Source: an optimization exercise on an open RTL-to-GDS flow (aim: small area, a short achievable clock period and few clock cycles per item). Production flows keep margins and buffers that such runs may drop. In this exercise RTL edits were held to simulation tests only and were not proved equivalent to the original.

==> job 9620 <==
==> flow/design.v <==
module fckr_div (
    input  wire        isq,      
    input  wire [32:0] rem,
    input  wire [1:0]  nxt,      
    input  wire [31:0] dv,       
    output wire        ge,
    output wire [34:0] sh,       
    output wire [34:0] diff      
);
    assign sh = isq ? {rem[32:0], nxt} : {2'b00, rem[31:0], nxt[1]};
    wire [34:0] trial = isq ? {1'b0, dv, 2'b01} : {3'b000, dv};
    wire [35:0] d36   = {1'b0, sh} - {1'b0, trial};
    assign ge   = ~d36[35];
    assign diff = d36[34:0];
endmodule
module fckr_div16 #(parameter integer K = 12) (
    input  wire [K-1:0] rem,
    input  wire [3:0]   nxt,
    input  wire [K-1:0] dv,
    output wire [3:0]   qb,
    output wire [K-1:0] rout
);
    wire [K-1:0] r0 = rem;
    wire [K:0]   s1 = {r0, nxt[3]};
    wire [K+1:0] d1 = {1'b0, s1} - {2'b00, dv};
    wire [K-1:0] r1 = d1[K+1] ? s1[K-1:0] : d1[K-1:0];
    wire [K:0]   s2 = {r1, nxt[2]};
    wire [K+1:0] d2 = {1'b0, s2} - {2'b00, dv};
    wire [K-1:0] r2 = d2[K+1] ? s2[K-1:0] : d2[K-1:0];
    wire [K:0]   s3 = {r2, nxt[1]};
    wire [K+1:0] d3 = {1'b0, s3} - {2'b00, dv};
    wire [K-1:0] r3 = d3[K+1] ? s3[K-1:0] : d3[K-1:0];
    wire [K:0]   s4 = {r3, nxt[0]};
    wire [K+1:0] d4 = {1'b0, s4} - {2'b00, dv};
    assign rout = d4[K+1] ? s4[K-1:0] : d4[K-1:0];
    assign qb   = {~d1[K+1], ~d2[K+1], ~d3[K+1], ~d4[K+1]};
endmodule
module fckr_chooser (
    input  wire        clk,
    input  wire        rst,
    input  wire        start,
    input  wire [1:0]  op,
    input  wire [63:0] n,
    output wire        ready,
    output reg         done,
    output wire [63:0] a,
    output wire [63:0] b,
    output reg  [6:0]  fcnt,
    output reg         fq_valid,
    output wire [63:0] fq_data
);
    localparam integer W = 22;           
    localparam [3:0] S_IDLE  = 4'd0;
    localparam [3:0] S_DISP  = 4'd1;
    localparam [3:0] S_ISQ   = 4'd2;
    localparam [3:0] S_INIT1 = 4'd3;
    localparam [3:0] S_INIT2 = 4'd4;
    localparam [3:0] S_LANE  = 4'd5;
    localparam [3:0] S_DIVST = 4'd6;
    localparam [3:0] S_DIV   = 4'd7;
    localparam [3:0] S_DCHK  = 4'd8;
    localparam [3:0] S_F2    = 4'd9;
    localparam [3:0] S_F2B   = 4'd10;
    localparam [3:0] S_FCHK  = 4'd11;
    reg [3:0]  st;
    reg        idle;
    reg [1:0]  opr;
    reg        neg;
    reg        skip;
    reg        lfirst;
    reg [6:0]  cnt;
    reg [6:0]  cnt0;      
    reg        aligned;   
    reg        fin;       
    reg [1:0]  fph;       
    reg [63:0] N;
    reg [63:0] Q;
    reg [32:0] R;
    reg [31:0] D;
    reg [W-1:0] E;
    reg [W-1:0] G;
    reg [31:0] best_d;
    reg [36:0] best_b;
    reg [31:0] best_g;
    assign ready   = idle;
    assign a       = {32'd0, D};
    assign b       = Q;
    assign fq_data = Q;
    wire is_fac  = (opr == 2'd1);
    wire is_nice = (opr == 2'd3);
    wire        st_ge;
    wire [34:0] st_sh;
    wire [34:0] st_diff;
    fckr_div u_step (
        .isq (st == S_ISQ),
        .rem (R),
        .nxt (Q[63:62]),
        .dv  (D),
        .ge  (st_ge),
        .sh  (st_sh),
        .diff(st_diff)
    );
    wire top0 = (Q[63:56] == 8'd0);
    localparam integer K = 12;           
    wire       narrow = (D[31:K] == 0);
    wire [3:0]   n16_q;
    wire [K-1:0] n16_r;
    fckr_div16 #(.K(K)) u_div16 (
        .rem (R[K-1:0]),
        .nxt (Q[63:60]),
        .dv  (D[K-1:0]),
        .qb  (n16_q),
        .rout(n16_r)
    );
    reg  [31:0] dk;
    always @(*) begin
        case (st)
            S_INIT2: dk = 32'd1;
            S_FCHK:  dk = (fph == 2'd2) ? 32'd4 : 32'd2;
            default: dk = 32'hFFFF_FFFF;
        endcase
    end
    wire [31:0] Dadd = D + dk;
    wire [W-1:0] Rw = R[W-1:0];
    wire [W-1:0] Dw = D[W-1:0];
    wire [W-1:0] t    = Rw + E;
    wire [W-1:0] t_m  = Rw + E + ~Dw + 2;                      
    wire [W-1:0] t_p  = Rw + E + Dw - 1;                       
    wire [W-1:0] t_m2 = Rw + E + ~{Dw[W-2:0], 1'b0} + 3;       
    wire lo   = t[W-1];
    wire hi   = ~t_m[W-1];
    wire r_up = hi & ~t_m2[W-1];
    wire r_dn = lo & t_p[W-1];
    wire [W-1:0] X     = E + {G[W-2:0], 1'b0};
    wire [W-1:0] E_lo  = X + Dw - 3;
    wire [W-1:0] E_hi  = X + ~Dw + 4;
    wire [W-1:0] E_rup = E + ~Dw + 2;
    wire [W-1:0] E_rdn = E + Dw - 1;
    wire [W-1:0] Y     = Q[W-1:0] + G;
    wire [W-1:0] Q_lo  = Y - 1;
    wire [W-1:0] Q_hi  = Y + 1;
    wire [W-1:0] G_lo  = G - 1;
    wire [W-1:0] G_hi  = G + 1;
    wire [W-1:0] Qn    = lo ? Q_lo : (hi ? Q_hi : Y);
    wire [W-1:0] Rn    = lo ? t_p  : (hi ? t_m  : t);
    wire [W-1:0] En    = lo ? E_lo : (hi ? E_hi : X);
    wire [W-1:0] Gn    = lo ? G_lo : (hi ? G_hi : G);
    wire q_ovf = (Qn[W-1:W-3] != 3'd0);
    wire        rz    = (R[31:0] == 32'd0);
    wire [37:0] lhs   = {1'b0, Q[36:0]} + {37'd0, ~rz};
    wire [37:0] rhs   = {3'b0, D, 3'b0} + {5'b0, D, 1'b0};
    wire        valid = (Q[63:37] == 27'd0) && (lhs <= rhs) && (D >= 32'd20);
    wire [31:0] gap   = rz ? 32'd0 : (D - R[31:0]);
    wire        better = (gap < best_g);
    wire        q_lt_d = (Q[63:32] == 32'd0) && (Q[31:0] < D);
    wire        q_one  = (Q == 64'd1);
    wire        n_one  = (N == 64'd1);
    wire        n_le0   = N[63] || (N == 64'd0);
    wire        n_le400 = N[63] || (N[63:9] == 55'd0 && N[8:0] <= 9'd400);
    wire        n_triv  = (N == 64'd0) || (N == 64'd1) || (N == {64{1'b1}});
    wire [31:0] root_n = {D[30:0], st_ge};
    wire        root_small = (root_n[31:W-4] == 0);
    always @(posedge clk) begin
        done     <= 1'b0;
        fq_valid <= 1'b0;
        if (rst) begin
            st   <= S_IDLE;
            idle <= 1'b1;
        end else begin
            case (st)
            S_IDLE: begin
                if (start) begin
                    N    <= n;
                    opr  <= op;
                    idle <= 1'b0;
                    st   <= S_DISP;
                end
            end
            S_DISP: begin
                Q      <= N;
                R      <= 33'd0;
                D      <= 32'd0;
                E      <= {{(W-1){1'b0}}, 1'b1};
                cnt    <= 7'd32;
                skip   <= 1'b1;
                best_g <= 32'hFFFF_FFFF;
                fcnt   <= 7'd0;
                neg    <= N[63];
                aligned <= 1'b0;
                fin    <= 1'b0;
                fph    <= 2'd0;
                if (opr == 2'd1) begin
                    if (n_triv) begin
                        done <= 1'b1;
                        idle <= 1'b1;
                        st   <= S_IDLE;
                    end else begin
                        if (N[63]) begin
                            fq_valid <= 1'b1;
                            Q        <= {64{1'b1}};
                            fcnt     <= 7'd1;
                        end
                        st <= S_F2;
                    end
                end else if (opr == 2'd2 && n_le0) begin
                    Q    <= 64'd0;
                    D    <= 32'd0;
                    done <= 1'b1;
                    idle <= 1'b1;
                    st   <= S_IDLE;
                end else if (opr == 2'd3 && n_le400) begin
                    Q    <= 64'd20;
                    D    <= 32'd20;
                    done <= 1'b1;
                    idle <= 1'b1;
                    st   <= S_IDLE;
                end else if (opr == 2'd0) begin
                    done <= 1'b1;
                    idle <= 1'b1;
                    st   <= S_IDLE;
                end else begin
                    st <= S_ISQ;
                end
            end
            S_ISQ: begin
                if (skip && top0) begin
                    Q   <= {Q[55:0], 8'd0};
                    cnt <= cnt - 7'd4;
                end else begin
                    skip <= 1'b0;
                    R    <= st_ge ? st_diff[32:0] : st_sh[32:0];
                    D    <= root_n;
                    Q    <= {Q[61:0], 2'b00};
                    cnt  <= cnt - 7'd1;
                    if (cnt == 7'd1)
                        st <= root_small ? S_INIT1 : S_DIVST;
                end
            end
            S_INIT1: begin
                Q  <= {32'd0, Dadd};
                R  <= {{(33-W){1'b0}}, t};
                st <= S_INIT2;
            end
            S_INIT2: begin
                D      <= Dadd;
                G      <= {{(W-1){1'b0}}, 1'b1};
                E      <= {W{1'b1}};
                lfirst <= 1'b1;
                cnt    <= 7'd0;
                st     <= S_LANE;
            end
            S_LANE: begin
                if (!lfirst && !is_nice && rz) begin
                    done <= 1'b1;
                    idle <= 1'b1;
                    st   <= S_IDLE;
                end else if (!lfirst && is_nice && !valid) begin
                    D    <= best_d;
                    Q    <= {27'd0, best_b};
                    done <= 1'b1;
                    idle <= 1'b1;
                    st   <= S_IDLE;
                end else if (!lfirst && is_nice && rz) begin
                    done <= 1'b1;
                    idle <= 1'b1;
                    st   <= S_IDLE;
                end else begin
                    if (!lfirst && is_nice && better) begin
                        best_d <= D;
                        best_b <= lhs[36:0];
                        best_g <= gap;
                    end
                    if (r_up || r_dn) begin
                        G   <= r_up ? G_hi : G_lo;
                        E   <= r_up ? E_rup : E_rdn;
                        cnt <= cnt + 7'd1;
                        if (cnt == 7'd15) begin
                            D  <= Dadd;
                            st <= S_DIVST;
                        end
                    end else if (q_ovf) begin
                        D  <= Dadd;
                        st <= S_DIVST;
                    end else begin
                        lfirst <= 1'b0;
                        cnt    <= 7'd0;
                        Q      <= {{(64-W){1'b0}}, Qn};
                        R      <= {{(33-W){1'b0}}, Rn};
                        E      <= En;
                        G      <= Gn;
                        D      <= Dadd;
                    end
                end
            end
            S_DIVST: begin
                Q    <= N;
                R    <= 33'd0;
                cnt  <= aligned ? cnt0 : 7'd64;
                skip <= ~aligned;
                st   <= S_DIV;
            end
            S_DIV: begin
                if (skip && top0) begin
                    Q   <= {Q[55:0], 8'd0};
                    N   <= {N[55:0], 8'd0};
                    cnt <= cnt - 7'd8;
                end else begin
                    if (skip) begin
                        aligned <= 1'b1;
                        cnt0    <= cnt;
                    end
                    skip <= 1'b0;
                    if (narrow) begin
                        R   <= {{(33-K){1'b0}}, n16_r};
                        Q   <= {Q[59:0], n16_q};
                        cnt <= cnt - 7'd4;
                        if (cnt == 7'd4)
                            st <= is_fac ? S_FCHK : S_DCHK;
                    end else begin
                        R   <= st_ge ? {1'b0, st_diff[31:0]} : {1'b0, st_sh[31:0]};
                        Q   <= {Q[62:0], st_ge};
                        cnt <= cnt - 7'd1;
                        if (cnt == 7'd1)
                            st <= is_fac ? S_FCHK : S_DCHK;
                    end
                end
            end
            S_DCHK: begin
                if (!is_nice && rz) begin
                    done <= 1'b1;
                    idle <= 1'b1;
                    st   <= S_IDLE;
                end else if (is_nice && !valid) begin
                    D    <= best_d;
                    Q    <= {27'd0, best_b};
                    done <= 1'b1;
                    idle <= 1'b1;
                    st   <= S_IDLE;
                end else if (is_nice && rz) begin
                    done <= 1'b1;
                    idle <= 1'b1;
                    st   <= S_IDLE;
                end else begin
                    if (is_nice && better) begin
                        best_d <= D;
                        best_b <= lhs[36:0];
                        best_g <= gap;
                    end
                    D  <= Dadd;
                    st <= S_DIVST;
                end
            end
            S_F2: begin
                if (!N[0]) begin
                    fq_valid <= 1'b1;
                    Q        <= 64'd2;
                    fcnt     <= fcnt + 7'd1;
                    N        <= {N[63], N[63:1]};
                end else begin
                    if (neg)
                        N <= {~N[63:1], 1'b1};
                    D  <= 32'd3;
                    st <= S_F2B;
                end
            end
            S_F2B: begin
                if (n_one) begin
                    done <= 1'b1;
                    idle <= 1'b1;
                    st   <= S_IDLE;
                end else begin
                    st <= S_DIVST;
                end
            end
            S_FCHK: begin
                if (fin) begin
                    fq_valid <= 1'b1;
                    fcnt     <= fcnt + 7'd1;
                    done     <= 1'b1;
                    idle     <= 1'b1;
                    st       <= S_IDLE;
                end else if (rz) begin
                    fq_valid <= 1'b1;
                    Q        <= {32'd0, D};
                    N        <= Q;
                    aligned  <= 1'b0;
                    fcnt     <= fcnt + 7'd1;
                    if (q_one) begin
                        done <= 1'b1;
                        idle <= 1'b1;
                        st   <= S_IDLE;
                    end else begin
                        st <= S_DIVST;
                    end
                end else if (q_lt_d) begin
                    D   <= 32'd1;
                    fin <= 1'b1;
                    st  <= S_DIVST;
                end else begin
                    D   <= Dadd;
                    fph <= (fph == 2'd3) ? 2'd2 : fph + 2'd1;
                    st  <= S_DIVST;
                end
            end
            default: begin
                st   <= S_IDLE;
                idle <= 1'b1;
            end
            endcase
        end
    end
endmodule
==> flow/run.sh <==
#!/bin/bash
# synth_recipe.tcl (not shown) runs the flow's synth.tcl, then flattens the netlist and writes it again
# the make line also repeats each setting of config.mk as NAME=value (left out here)
make -C /OpenROAD-flow-scripts/flow DESIGN_CONFIG=/design/flow/config.mk WORK_HOME=/design/flow/orfs CLKGATE_MAP_FILE= SYNTH_SCRIPT=/design/flow/synth_recipe.tcl finish
==> flow/config.mk <==
export PLATFORM = sky130hd
export DESIGN_NAME = fckr_chooser
export DESIGN_NICKNAME = fckr_chooser
export VERILOG_FILES = /design/flow/design.v
export SDC_FILE = /design/flow/constraint.sdc
export NUM_CORES = 4
export LEC_CHECK = 0
export ABC_CLOCK_PERIOD_IN_PS = 6000
export CAP_MARGIN = 20
export CORE_MARGIN = 2
export CORE_UTILIZATION = 40
export PLACE_DENSITY = 0.6
export SETUP_SLACK_MARGIN = 3.5
export SLEW_MARGIN = 20
==> flow/constraint.sdc <==
create_clock -name core_clock -period 10.0 [get_ports {clk}]
set_input_delay 2.0000 -clock core_clock [delete_from_list [all_inputs] [get_ports {clk}]]
set_output_delay 2.0000 -clock core_clock [all_outputs]
set_load 0.01 [all_outputs]
==> job 1632: changes against job 9620 <==
--- a/flow/design.v
+++ b/flow/design.v
@@ -15,24 +15,2 @@
 endmodule
-module fckr_div16 #(parameter integer K = 12) (
-    input  wire [K-1:0] rem,
-    input  wire [3:0]   nxt,
-    input  wire [K-1:0] dv,
-    output wire [3:0]   qb,
-    output wire [K-1:0] rout
-);
-    wire [K-1:0] r0 = rem;
-    wire [K:0]   s1 = {r0, nxt[3]};
-    wire [K+1:0] d1 = {1'b0, s1} - {2'b00, dv};
-    wire [K-1:0] r1 = d1[K+1] ? s1[K-1:0] : d1[K-1:0];
-    wire [K:0]   s2 = {r1, nxt[2]};
-    wire [K+1:0] d2 = {1'b0, s2} - {2'b00, dv};
-    wire [K-1:0] r2 = d2[K+1] ? s2[K-1:0] : d2[K-1:0];
-    wire [K:0]   s3 = {r2, nxt[1]};
-    wire [K+1:0] d3 = {1'b0, s3} - {2'b00, dv};
-    wire [K-1:0] r3 = d3[K+1] ? s3[K-1:0] : d3[K-1:0];
-    wire [K:0]   s4 = {r3, nxt[0]};
-    wire [K+1:0] d4 = {1'b0, s4} - {2'b00, dv};
-    assign rout = d4[K+1] ? s4[K-1:0] : d4[K-1:0];
-    assign qb   = {~d1[K+1], ~d2[K+1], ~d3[K+1], ~d4[K+1]};
-endmodule
 module fckr_chooser (
@@ -71,6 +49,2 @@
     reg [6:0]  cnt;
-    reg [6:0]  cnt0;      
-    reg        aligned;   
-    reg        fin;       
-    reg [1:0]  fph;       
     reg [63:0] N;
@@ -103,13 +77,2 @@
     wire top0 = (Q[63:56] == 8'd0);
-    localparam integer K = 12;           
-    wire       narrow = (D[31:K] == 0);
-    wire [3:0]   n16_q;
-    wire [K-1:0] n16_r;
-    fckr_div16 #(.K(K)) u_div16 (
-        .rem (R[K-1:0]),
-        .nxt (Q[63:60]),
-        .dv  (D[K-1:0]),
-        .qb  (n16_q),
-        .rout(n16_r)
-    );
     reg  [31:0] dk;
@@ -118,3 +81,3 @@
             S_INIT2: dk = 32'd1;
-            S_FCHK:  dk = (fph == 2'd2) ? 32'd4 : 32'd2;
+            S_FCHK:  dk = 32'd2;
             default: dk = 32'hFFFF_FFFF;
@@ -188,5 +151,2 @@
                 neg    <= N[63];
-                aligned <= 1'b0;
-                fin    <= 1'b0;
-                fph    <= 2'd0;
                 if (opr == 2'd1) begin
@@ -297,4 +257,4 @@
                 R    <= 33'd0;
-                cnt  <= aligned ? cnt0 : 7'd64;
-                skip <= ~aligned;
+                cnt  <= 7'd64;
+                skip <= 1'b1;
                 st   <= S_DIV;
@@ -304,23 +264,10 @@
                     Q   <= {Q[55:0], 8'd0};
-                    N   <= {N[55:0], 8'd0};
                     cnt <= cnt - 7'd8;
                 end else begin
-                    if (skip) begin
-                        aligned <= 1'b1;
-                        cnt0    <= cnt;
-                    end
                     skip <= 1'b0;
-                    if (narrow) begin
-                        R   <= {{(33-K){1'b0}}, n16_r};
-                        Q   <= {Q[59:0], n16_q};
-                        cnt <= cnt - 7'd4;
-                        if (cnt == 7'd4)
-                            st <= is_fac ? S_FCHK : S_DCHK;
-                    end else begin
-                        R   <= st_ge ? {1'b0, st_diff[31:0]} : {1'b0, st_sh[31:0]};
-                        Q   <= {Q[62:0], st_ge};
-                        cnt <= cnt - 7'd1;
-                        if (cnt == 7'd1)
-                            st <= is_fac ? S_FCHK : S_DCHK;
-                    end
+                    R    <= st_ge ? {1'b0, st_diff[31:0]} : {1'b0, st_sh[31:0]};
+                    Q    <= {Q[62:0], st_ge};
+                    cnt  <= cnt - 7'd1;
+                    if (cnt == 7'd1)
+                        st <= is_fac ? S_FCHK : S_DCHK;
                 end
@@ -375,9 +322,3 @@
             S_FCHK: begin
-                if (fin) begin
-                    fq_valid <= 1'b1;
-                    fcnt     <= fcnt + 7'd1;
-                    done     <= 1'b1;
-                    idle     <= 1'b1;
-                    st       <= S_IDLE;
-                end else if (rz) begin
+                if (rz) begin
                     fq_valid <= 1'b1;
@@ -385,3 +326,2 @@
                     N        <= Q;
-                    aligned  <= 1'b0;
                     fcnt     <= fcnt + 7'd1;
@@ -395,9 +335,11 @@
                 end else if (q_lt_d) begin
-                    D   <= 32'd1;
-                    fin <= 1'b1;
-                    st  <= S_DIVST;
+                    fq_valid <= 1'b1;
+                    Q        <= N;
+                    fcnt     <= fcnt + 7'd1;
+                    done     <= 1'b1;
+                    idle     <= 1'b1;
+                    st       <= S_IDLE;
                 end else begin
-                    D   <= Dadd;
-                    fph <= (fph == 2'd3) ? 2'd2 : fph + 2'd1;
-                    st  <= S_DIVST;
+                    D  <= Dadd;
+                    st <= S_DIVST;
                 end
ABC_CLOCK_PERIOD_IN_PS = not set   (was 6000)
SETUP_SLACK_MARGIN = not set   (was 3.5)
==> job 5408: changes against job 9620 <==
--- a/flow/design.v
+++ b/flow/design.v
@@ -15,24 +15,2 @@
 endmodule
-module fckr_div16 #(parameter integer K = 12) (
-    input  wire [K-1:0] rem,
-    input  wire [3:0]   nxt,
-    input  wire [K-1:0] dv,
-    output wire [3:0]   qb,
-    output wire [K-1:0] rout
-);
-    wire [K-1:0] r0 = rem;
-    wire [K:0]   s1 = {r0, nxt[3]};
-    wire [K+1:0] d1 = {1'b0, s1} - {2'b00, dv};
-    wire [K-1:0] r1 = d1[K+1] ? s1[K-1:0] : d1[K-1:0];
-    wire [K:0]   s2 = {r1, nxt[2]};
-    wire [K+1:0] d2 = {1'b0, s2} - {2'b00, dv};
-    wire [K-1:0] r2 = d2[K+1] ? s2[K-1:0] : d2[K-1:0];
-    wire [K:0]   s3 = {r2, nxt[1]};
-    wire [K+1:0] d3 = {1'b0, s3} - {2'b00, dv};
-    wire [K-1:0] r3 = d3[K+1] ? s3[K-1:0] : d3[K-1:0];
-    wire [K:0]   s4 = {r3, nxt[0]};
-    wire [K+1:0] d4 = {1'b0, s4} - {2'b00, dv};
-    assign rout = d4[K+1] ? s4[K-1:0] : d4[K-1:0];
-    assign qb   = {~d1[K+1], ~d2[K+1], ~d3[K+1], ~d4[K+1]};
-endmodule
 module fckr_chooser (
@@ -71,6 +49,2 @@
     reg [6:0]  cnt;
-    reg [6:0]  cnt0;      
-    reg        aligned;   
-    reg        fin;       
-    reg [1:0]  fph;       
     reg [63:0] N;
@@ -103,13 +77,2 @@
     wire top0 = (Q[63:56] == 8'd0);
-    localparam integer K = 12;           
-    wire       narrow = (D[31:K] == 0);
-    wire [3:0]   n16_q;
-    wire [K-1:0] n16_r;
-    fckr_div16 #(.K(K)) u_div16 (
-        .rem (R[K-1:0]),
-        .nxt (Q[63:60]),
-        .dv  (D[K-1:0]),
-        .qb  (n16_q),
-        .rout(n16_r)
-    );
     reg  [31:0] dk;
@@ -118,3 +81,3 @@
             S_INIT2: dk = 32'd1;
-            S_FCHK:  dk = (fph == 2'd2) ? 32'd4 : 32'd2;
+            S_FCHK:  dk = 32'd2;
             default: dk = 32'hFFFF_FFFF;
@@ -188,5 +151,2 @@
                 neg    <= N[63];
-                aligned <= 1'b0;
-                fin    <= 1'b0;
-                fph    <= 2'd0;
                 if (opr == 2'd1) begin
@@ -297,4 +257,4 @@
                 R    <= 33'd0;
-                cnt  <= aligned ? cnt0 : 7'd64;
-                skip <= ~aligned;
+                cnt  <= 7'd64;
+                skip <= 1'b1;
                 st   <= S_DIV;
@@ -304,23 +264,10 @@
                     Q   <= {Q[55:0], 8'd0};
-                    N   <= {N[55:0], 8'd0};
                     cnt <= cnt - 7'd8;
                 end else begin
-                    if (skip) begin
-                        aligned <= 1'b1;
-                        cnt0    <= cnt;
-                    end
                     skip <= 1'b0;
-                    if (narrow) begin
-                        R   <= {{(33-K){1'b0}}, n16_r};
-                        Q   <= {Q[59:0], n16_q};
-                        cnt <= cnt - 7'd4;
-                        if (cnt == 7'd4)
-                            st <= is_fac ? S_FCHK : S_DCHK;
-                    end else begin
-                        R   <= st_ge ? {1'b0, st_diff[31:0]} : {1'b0, st_sh[31:0]};
-                        Q   <= {Q[62:0], st_ge};
-                        cnt <= cnt - 7'd1;
-                        if (cnt == 7'd1)
-                            st <= is_fac ? S_FCHK : S_DCHK;
-                    end
+                    R    <= st_ge ? {1'b0, st_diff[31:0]} : {1'b0, st_sh[31:0]};
+                    Q    <= {Q[62:0], st_ge};
+                    cnt  <= cnt - 7'd1;
+                    if (cnt == 7'd1)
+                        st <= is_fac ? S_FCHK : S_DCHK;
                 end
@@ -375,9 +322,3 @@
             S_FCHK: begin
-                if (fin) begin
-                    fq_valid <= 1'b1;
-                    fcnt     <= fcnt + 7'd1;
-                    done     <= 1'b1;
-                    idle     <= 1'b1;
-                    st       <= S_IDLE;
-                end else if (rz) begin
+                if (rz) begin
                     fq_valid <= 1'b1;
@@ -385,3 +326,2 @@
                     N        <= Q;
-                    aligned  <= 1'b0;
                     fcnt     <= fcnt + 7'd1;
@@ -395,9 +335,11 @@
                 end else if (q_lt_d) begin
-                    D   <= 32'd1;
-                    fin <= 1'b1;
-                    st  <= S_DIVST;
+                    fq_valid <= 1'b1;
+                    Q        <= N;
+                    fcnt     <= fcnt + 7'd1;
+                    done     <= 1'b1;
+                    idle     <= 1'b1;
+                    st       <= S_IDLE;
                 end else begin
-                    D   <= Dadd;
-                    fph <= (fph == 2'd3) ? 2'd2 : fph + 2'd1;
-                    st  <= S_DIVST;
+                    D  <= Dadd;
+                    st <= S_DIVST;
                 end
==> run notes <==
Clock-buffer cell count: job 5408 > job 9620 > job 1632.
In job 9620 the die area is higher than in job 5408, by 11%.
Of job 1632 and job 5408, job 1632 has the higher sequential share of layout area (gap 1.2 points).
In job 1632 the core utilization is lower than in job 9620, by 3.4 points.
Setup slack: job 5408 > job 1632 > job 9620.
Testbench counts of job 9620, summed over its fixed seeds: cycles 42,708, items 240.
Testbench counts of job 1632, summed over its fixed seeds: cycles 73,056, items 240.
Testbench counts of job 5408, summed over its fixed seeds: cycles 73,056, items 240.

## re-timing with driven ports
The results above use ideal ports. As a check the final layouts listed here were re-extracted and re-timed, cells and wires unchanged.
Step 1: set_driving_cell puts a clkbuf_16 on clk and a buf_2 on each other input, an assumption about the parent block.
Step 2 adds t to the input delays and takes it off the output delays; t is the mean of the earliest and latest rising clock arrival at the registers after step 1. Input paths then give back, and output paths get back, about the clock's delay inside the block.
a / b / c = ideal / step 1 / step 2; a / b = the first two.
| run | t, ns | setup slack, ns | worst setup path at the end | worst register clock-pin slew, ns | pins driven straight from the clock port |
|---|---|---|---|---|---|
| job 9620 | 0.733 | 1.168 / 1.168 / 1.168 | register to register | 0.07 / 0.07 | 1 |
| job 1632 | 0.716 | 1.831 / 1.831 / 1.831 | register to register | 0.07 / 0.07 | 1 |
| job 5408 | 0.730 | 3.392 / 3.392 / 3.392 | register to register | 0.07 / 0.07 | 1 |
After both steps every run listed still meets setup and hold.
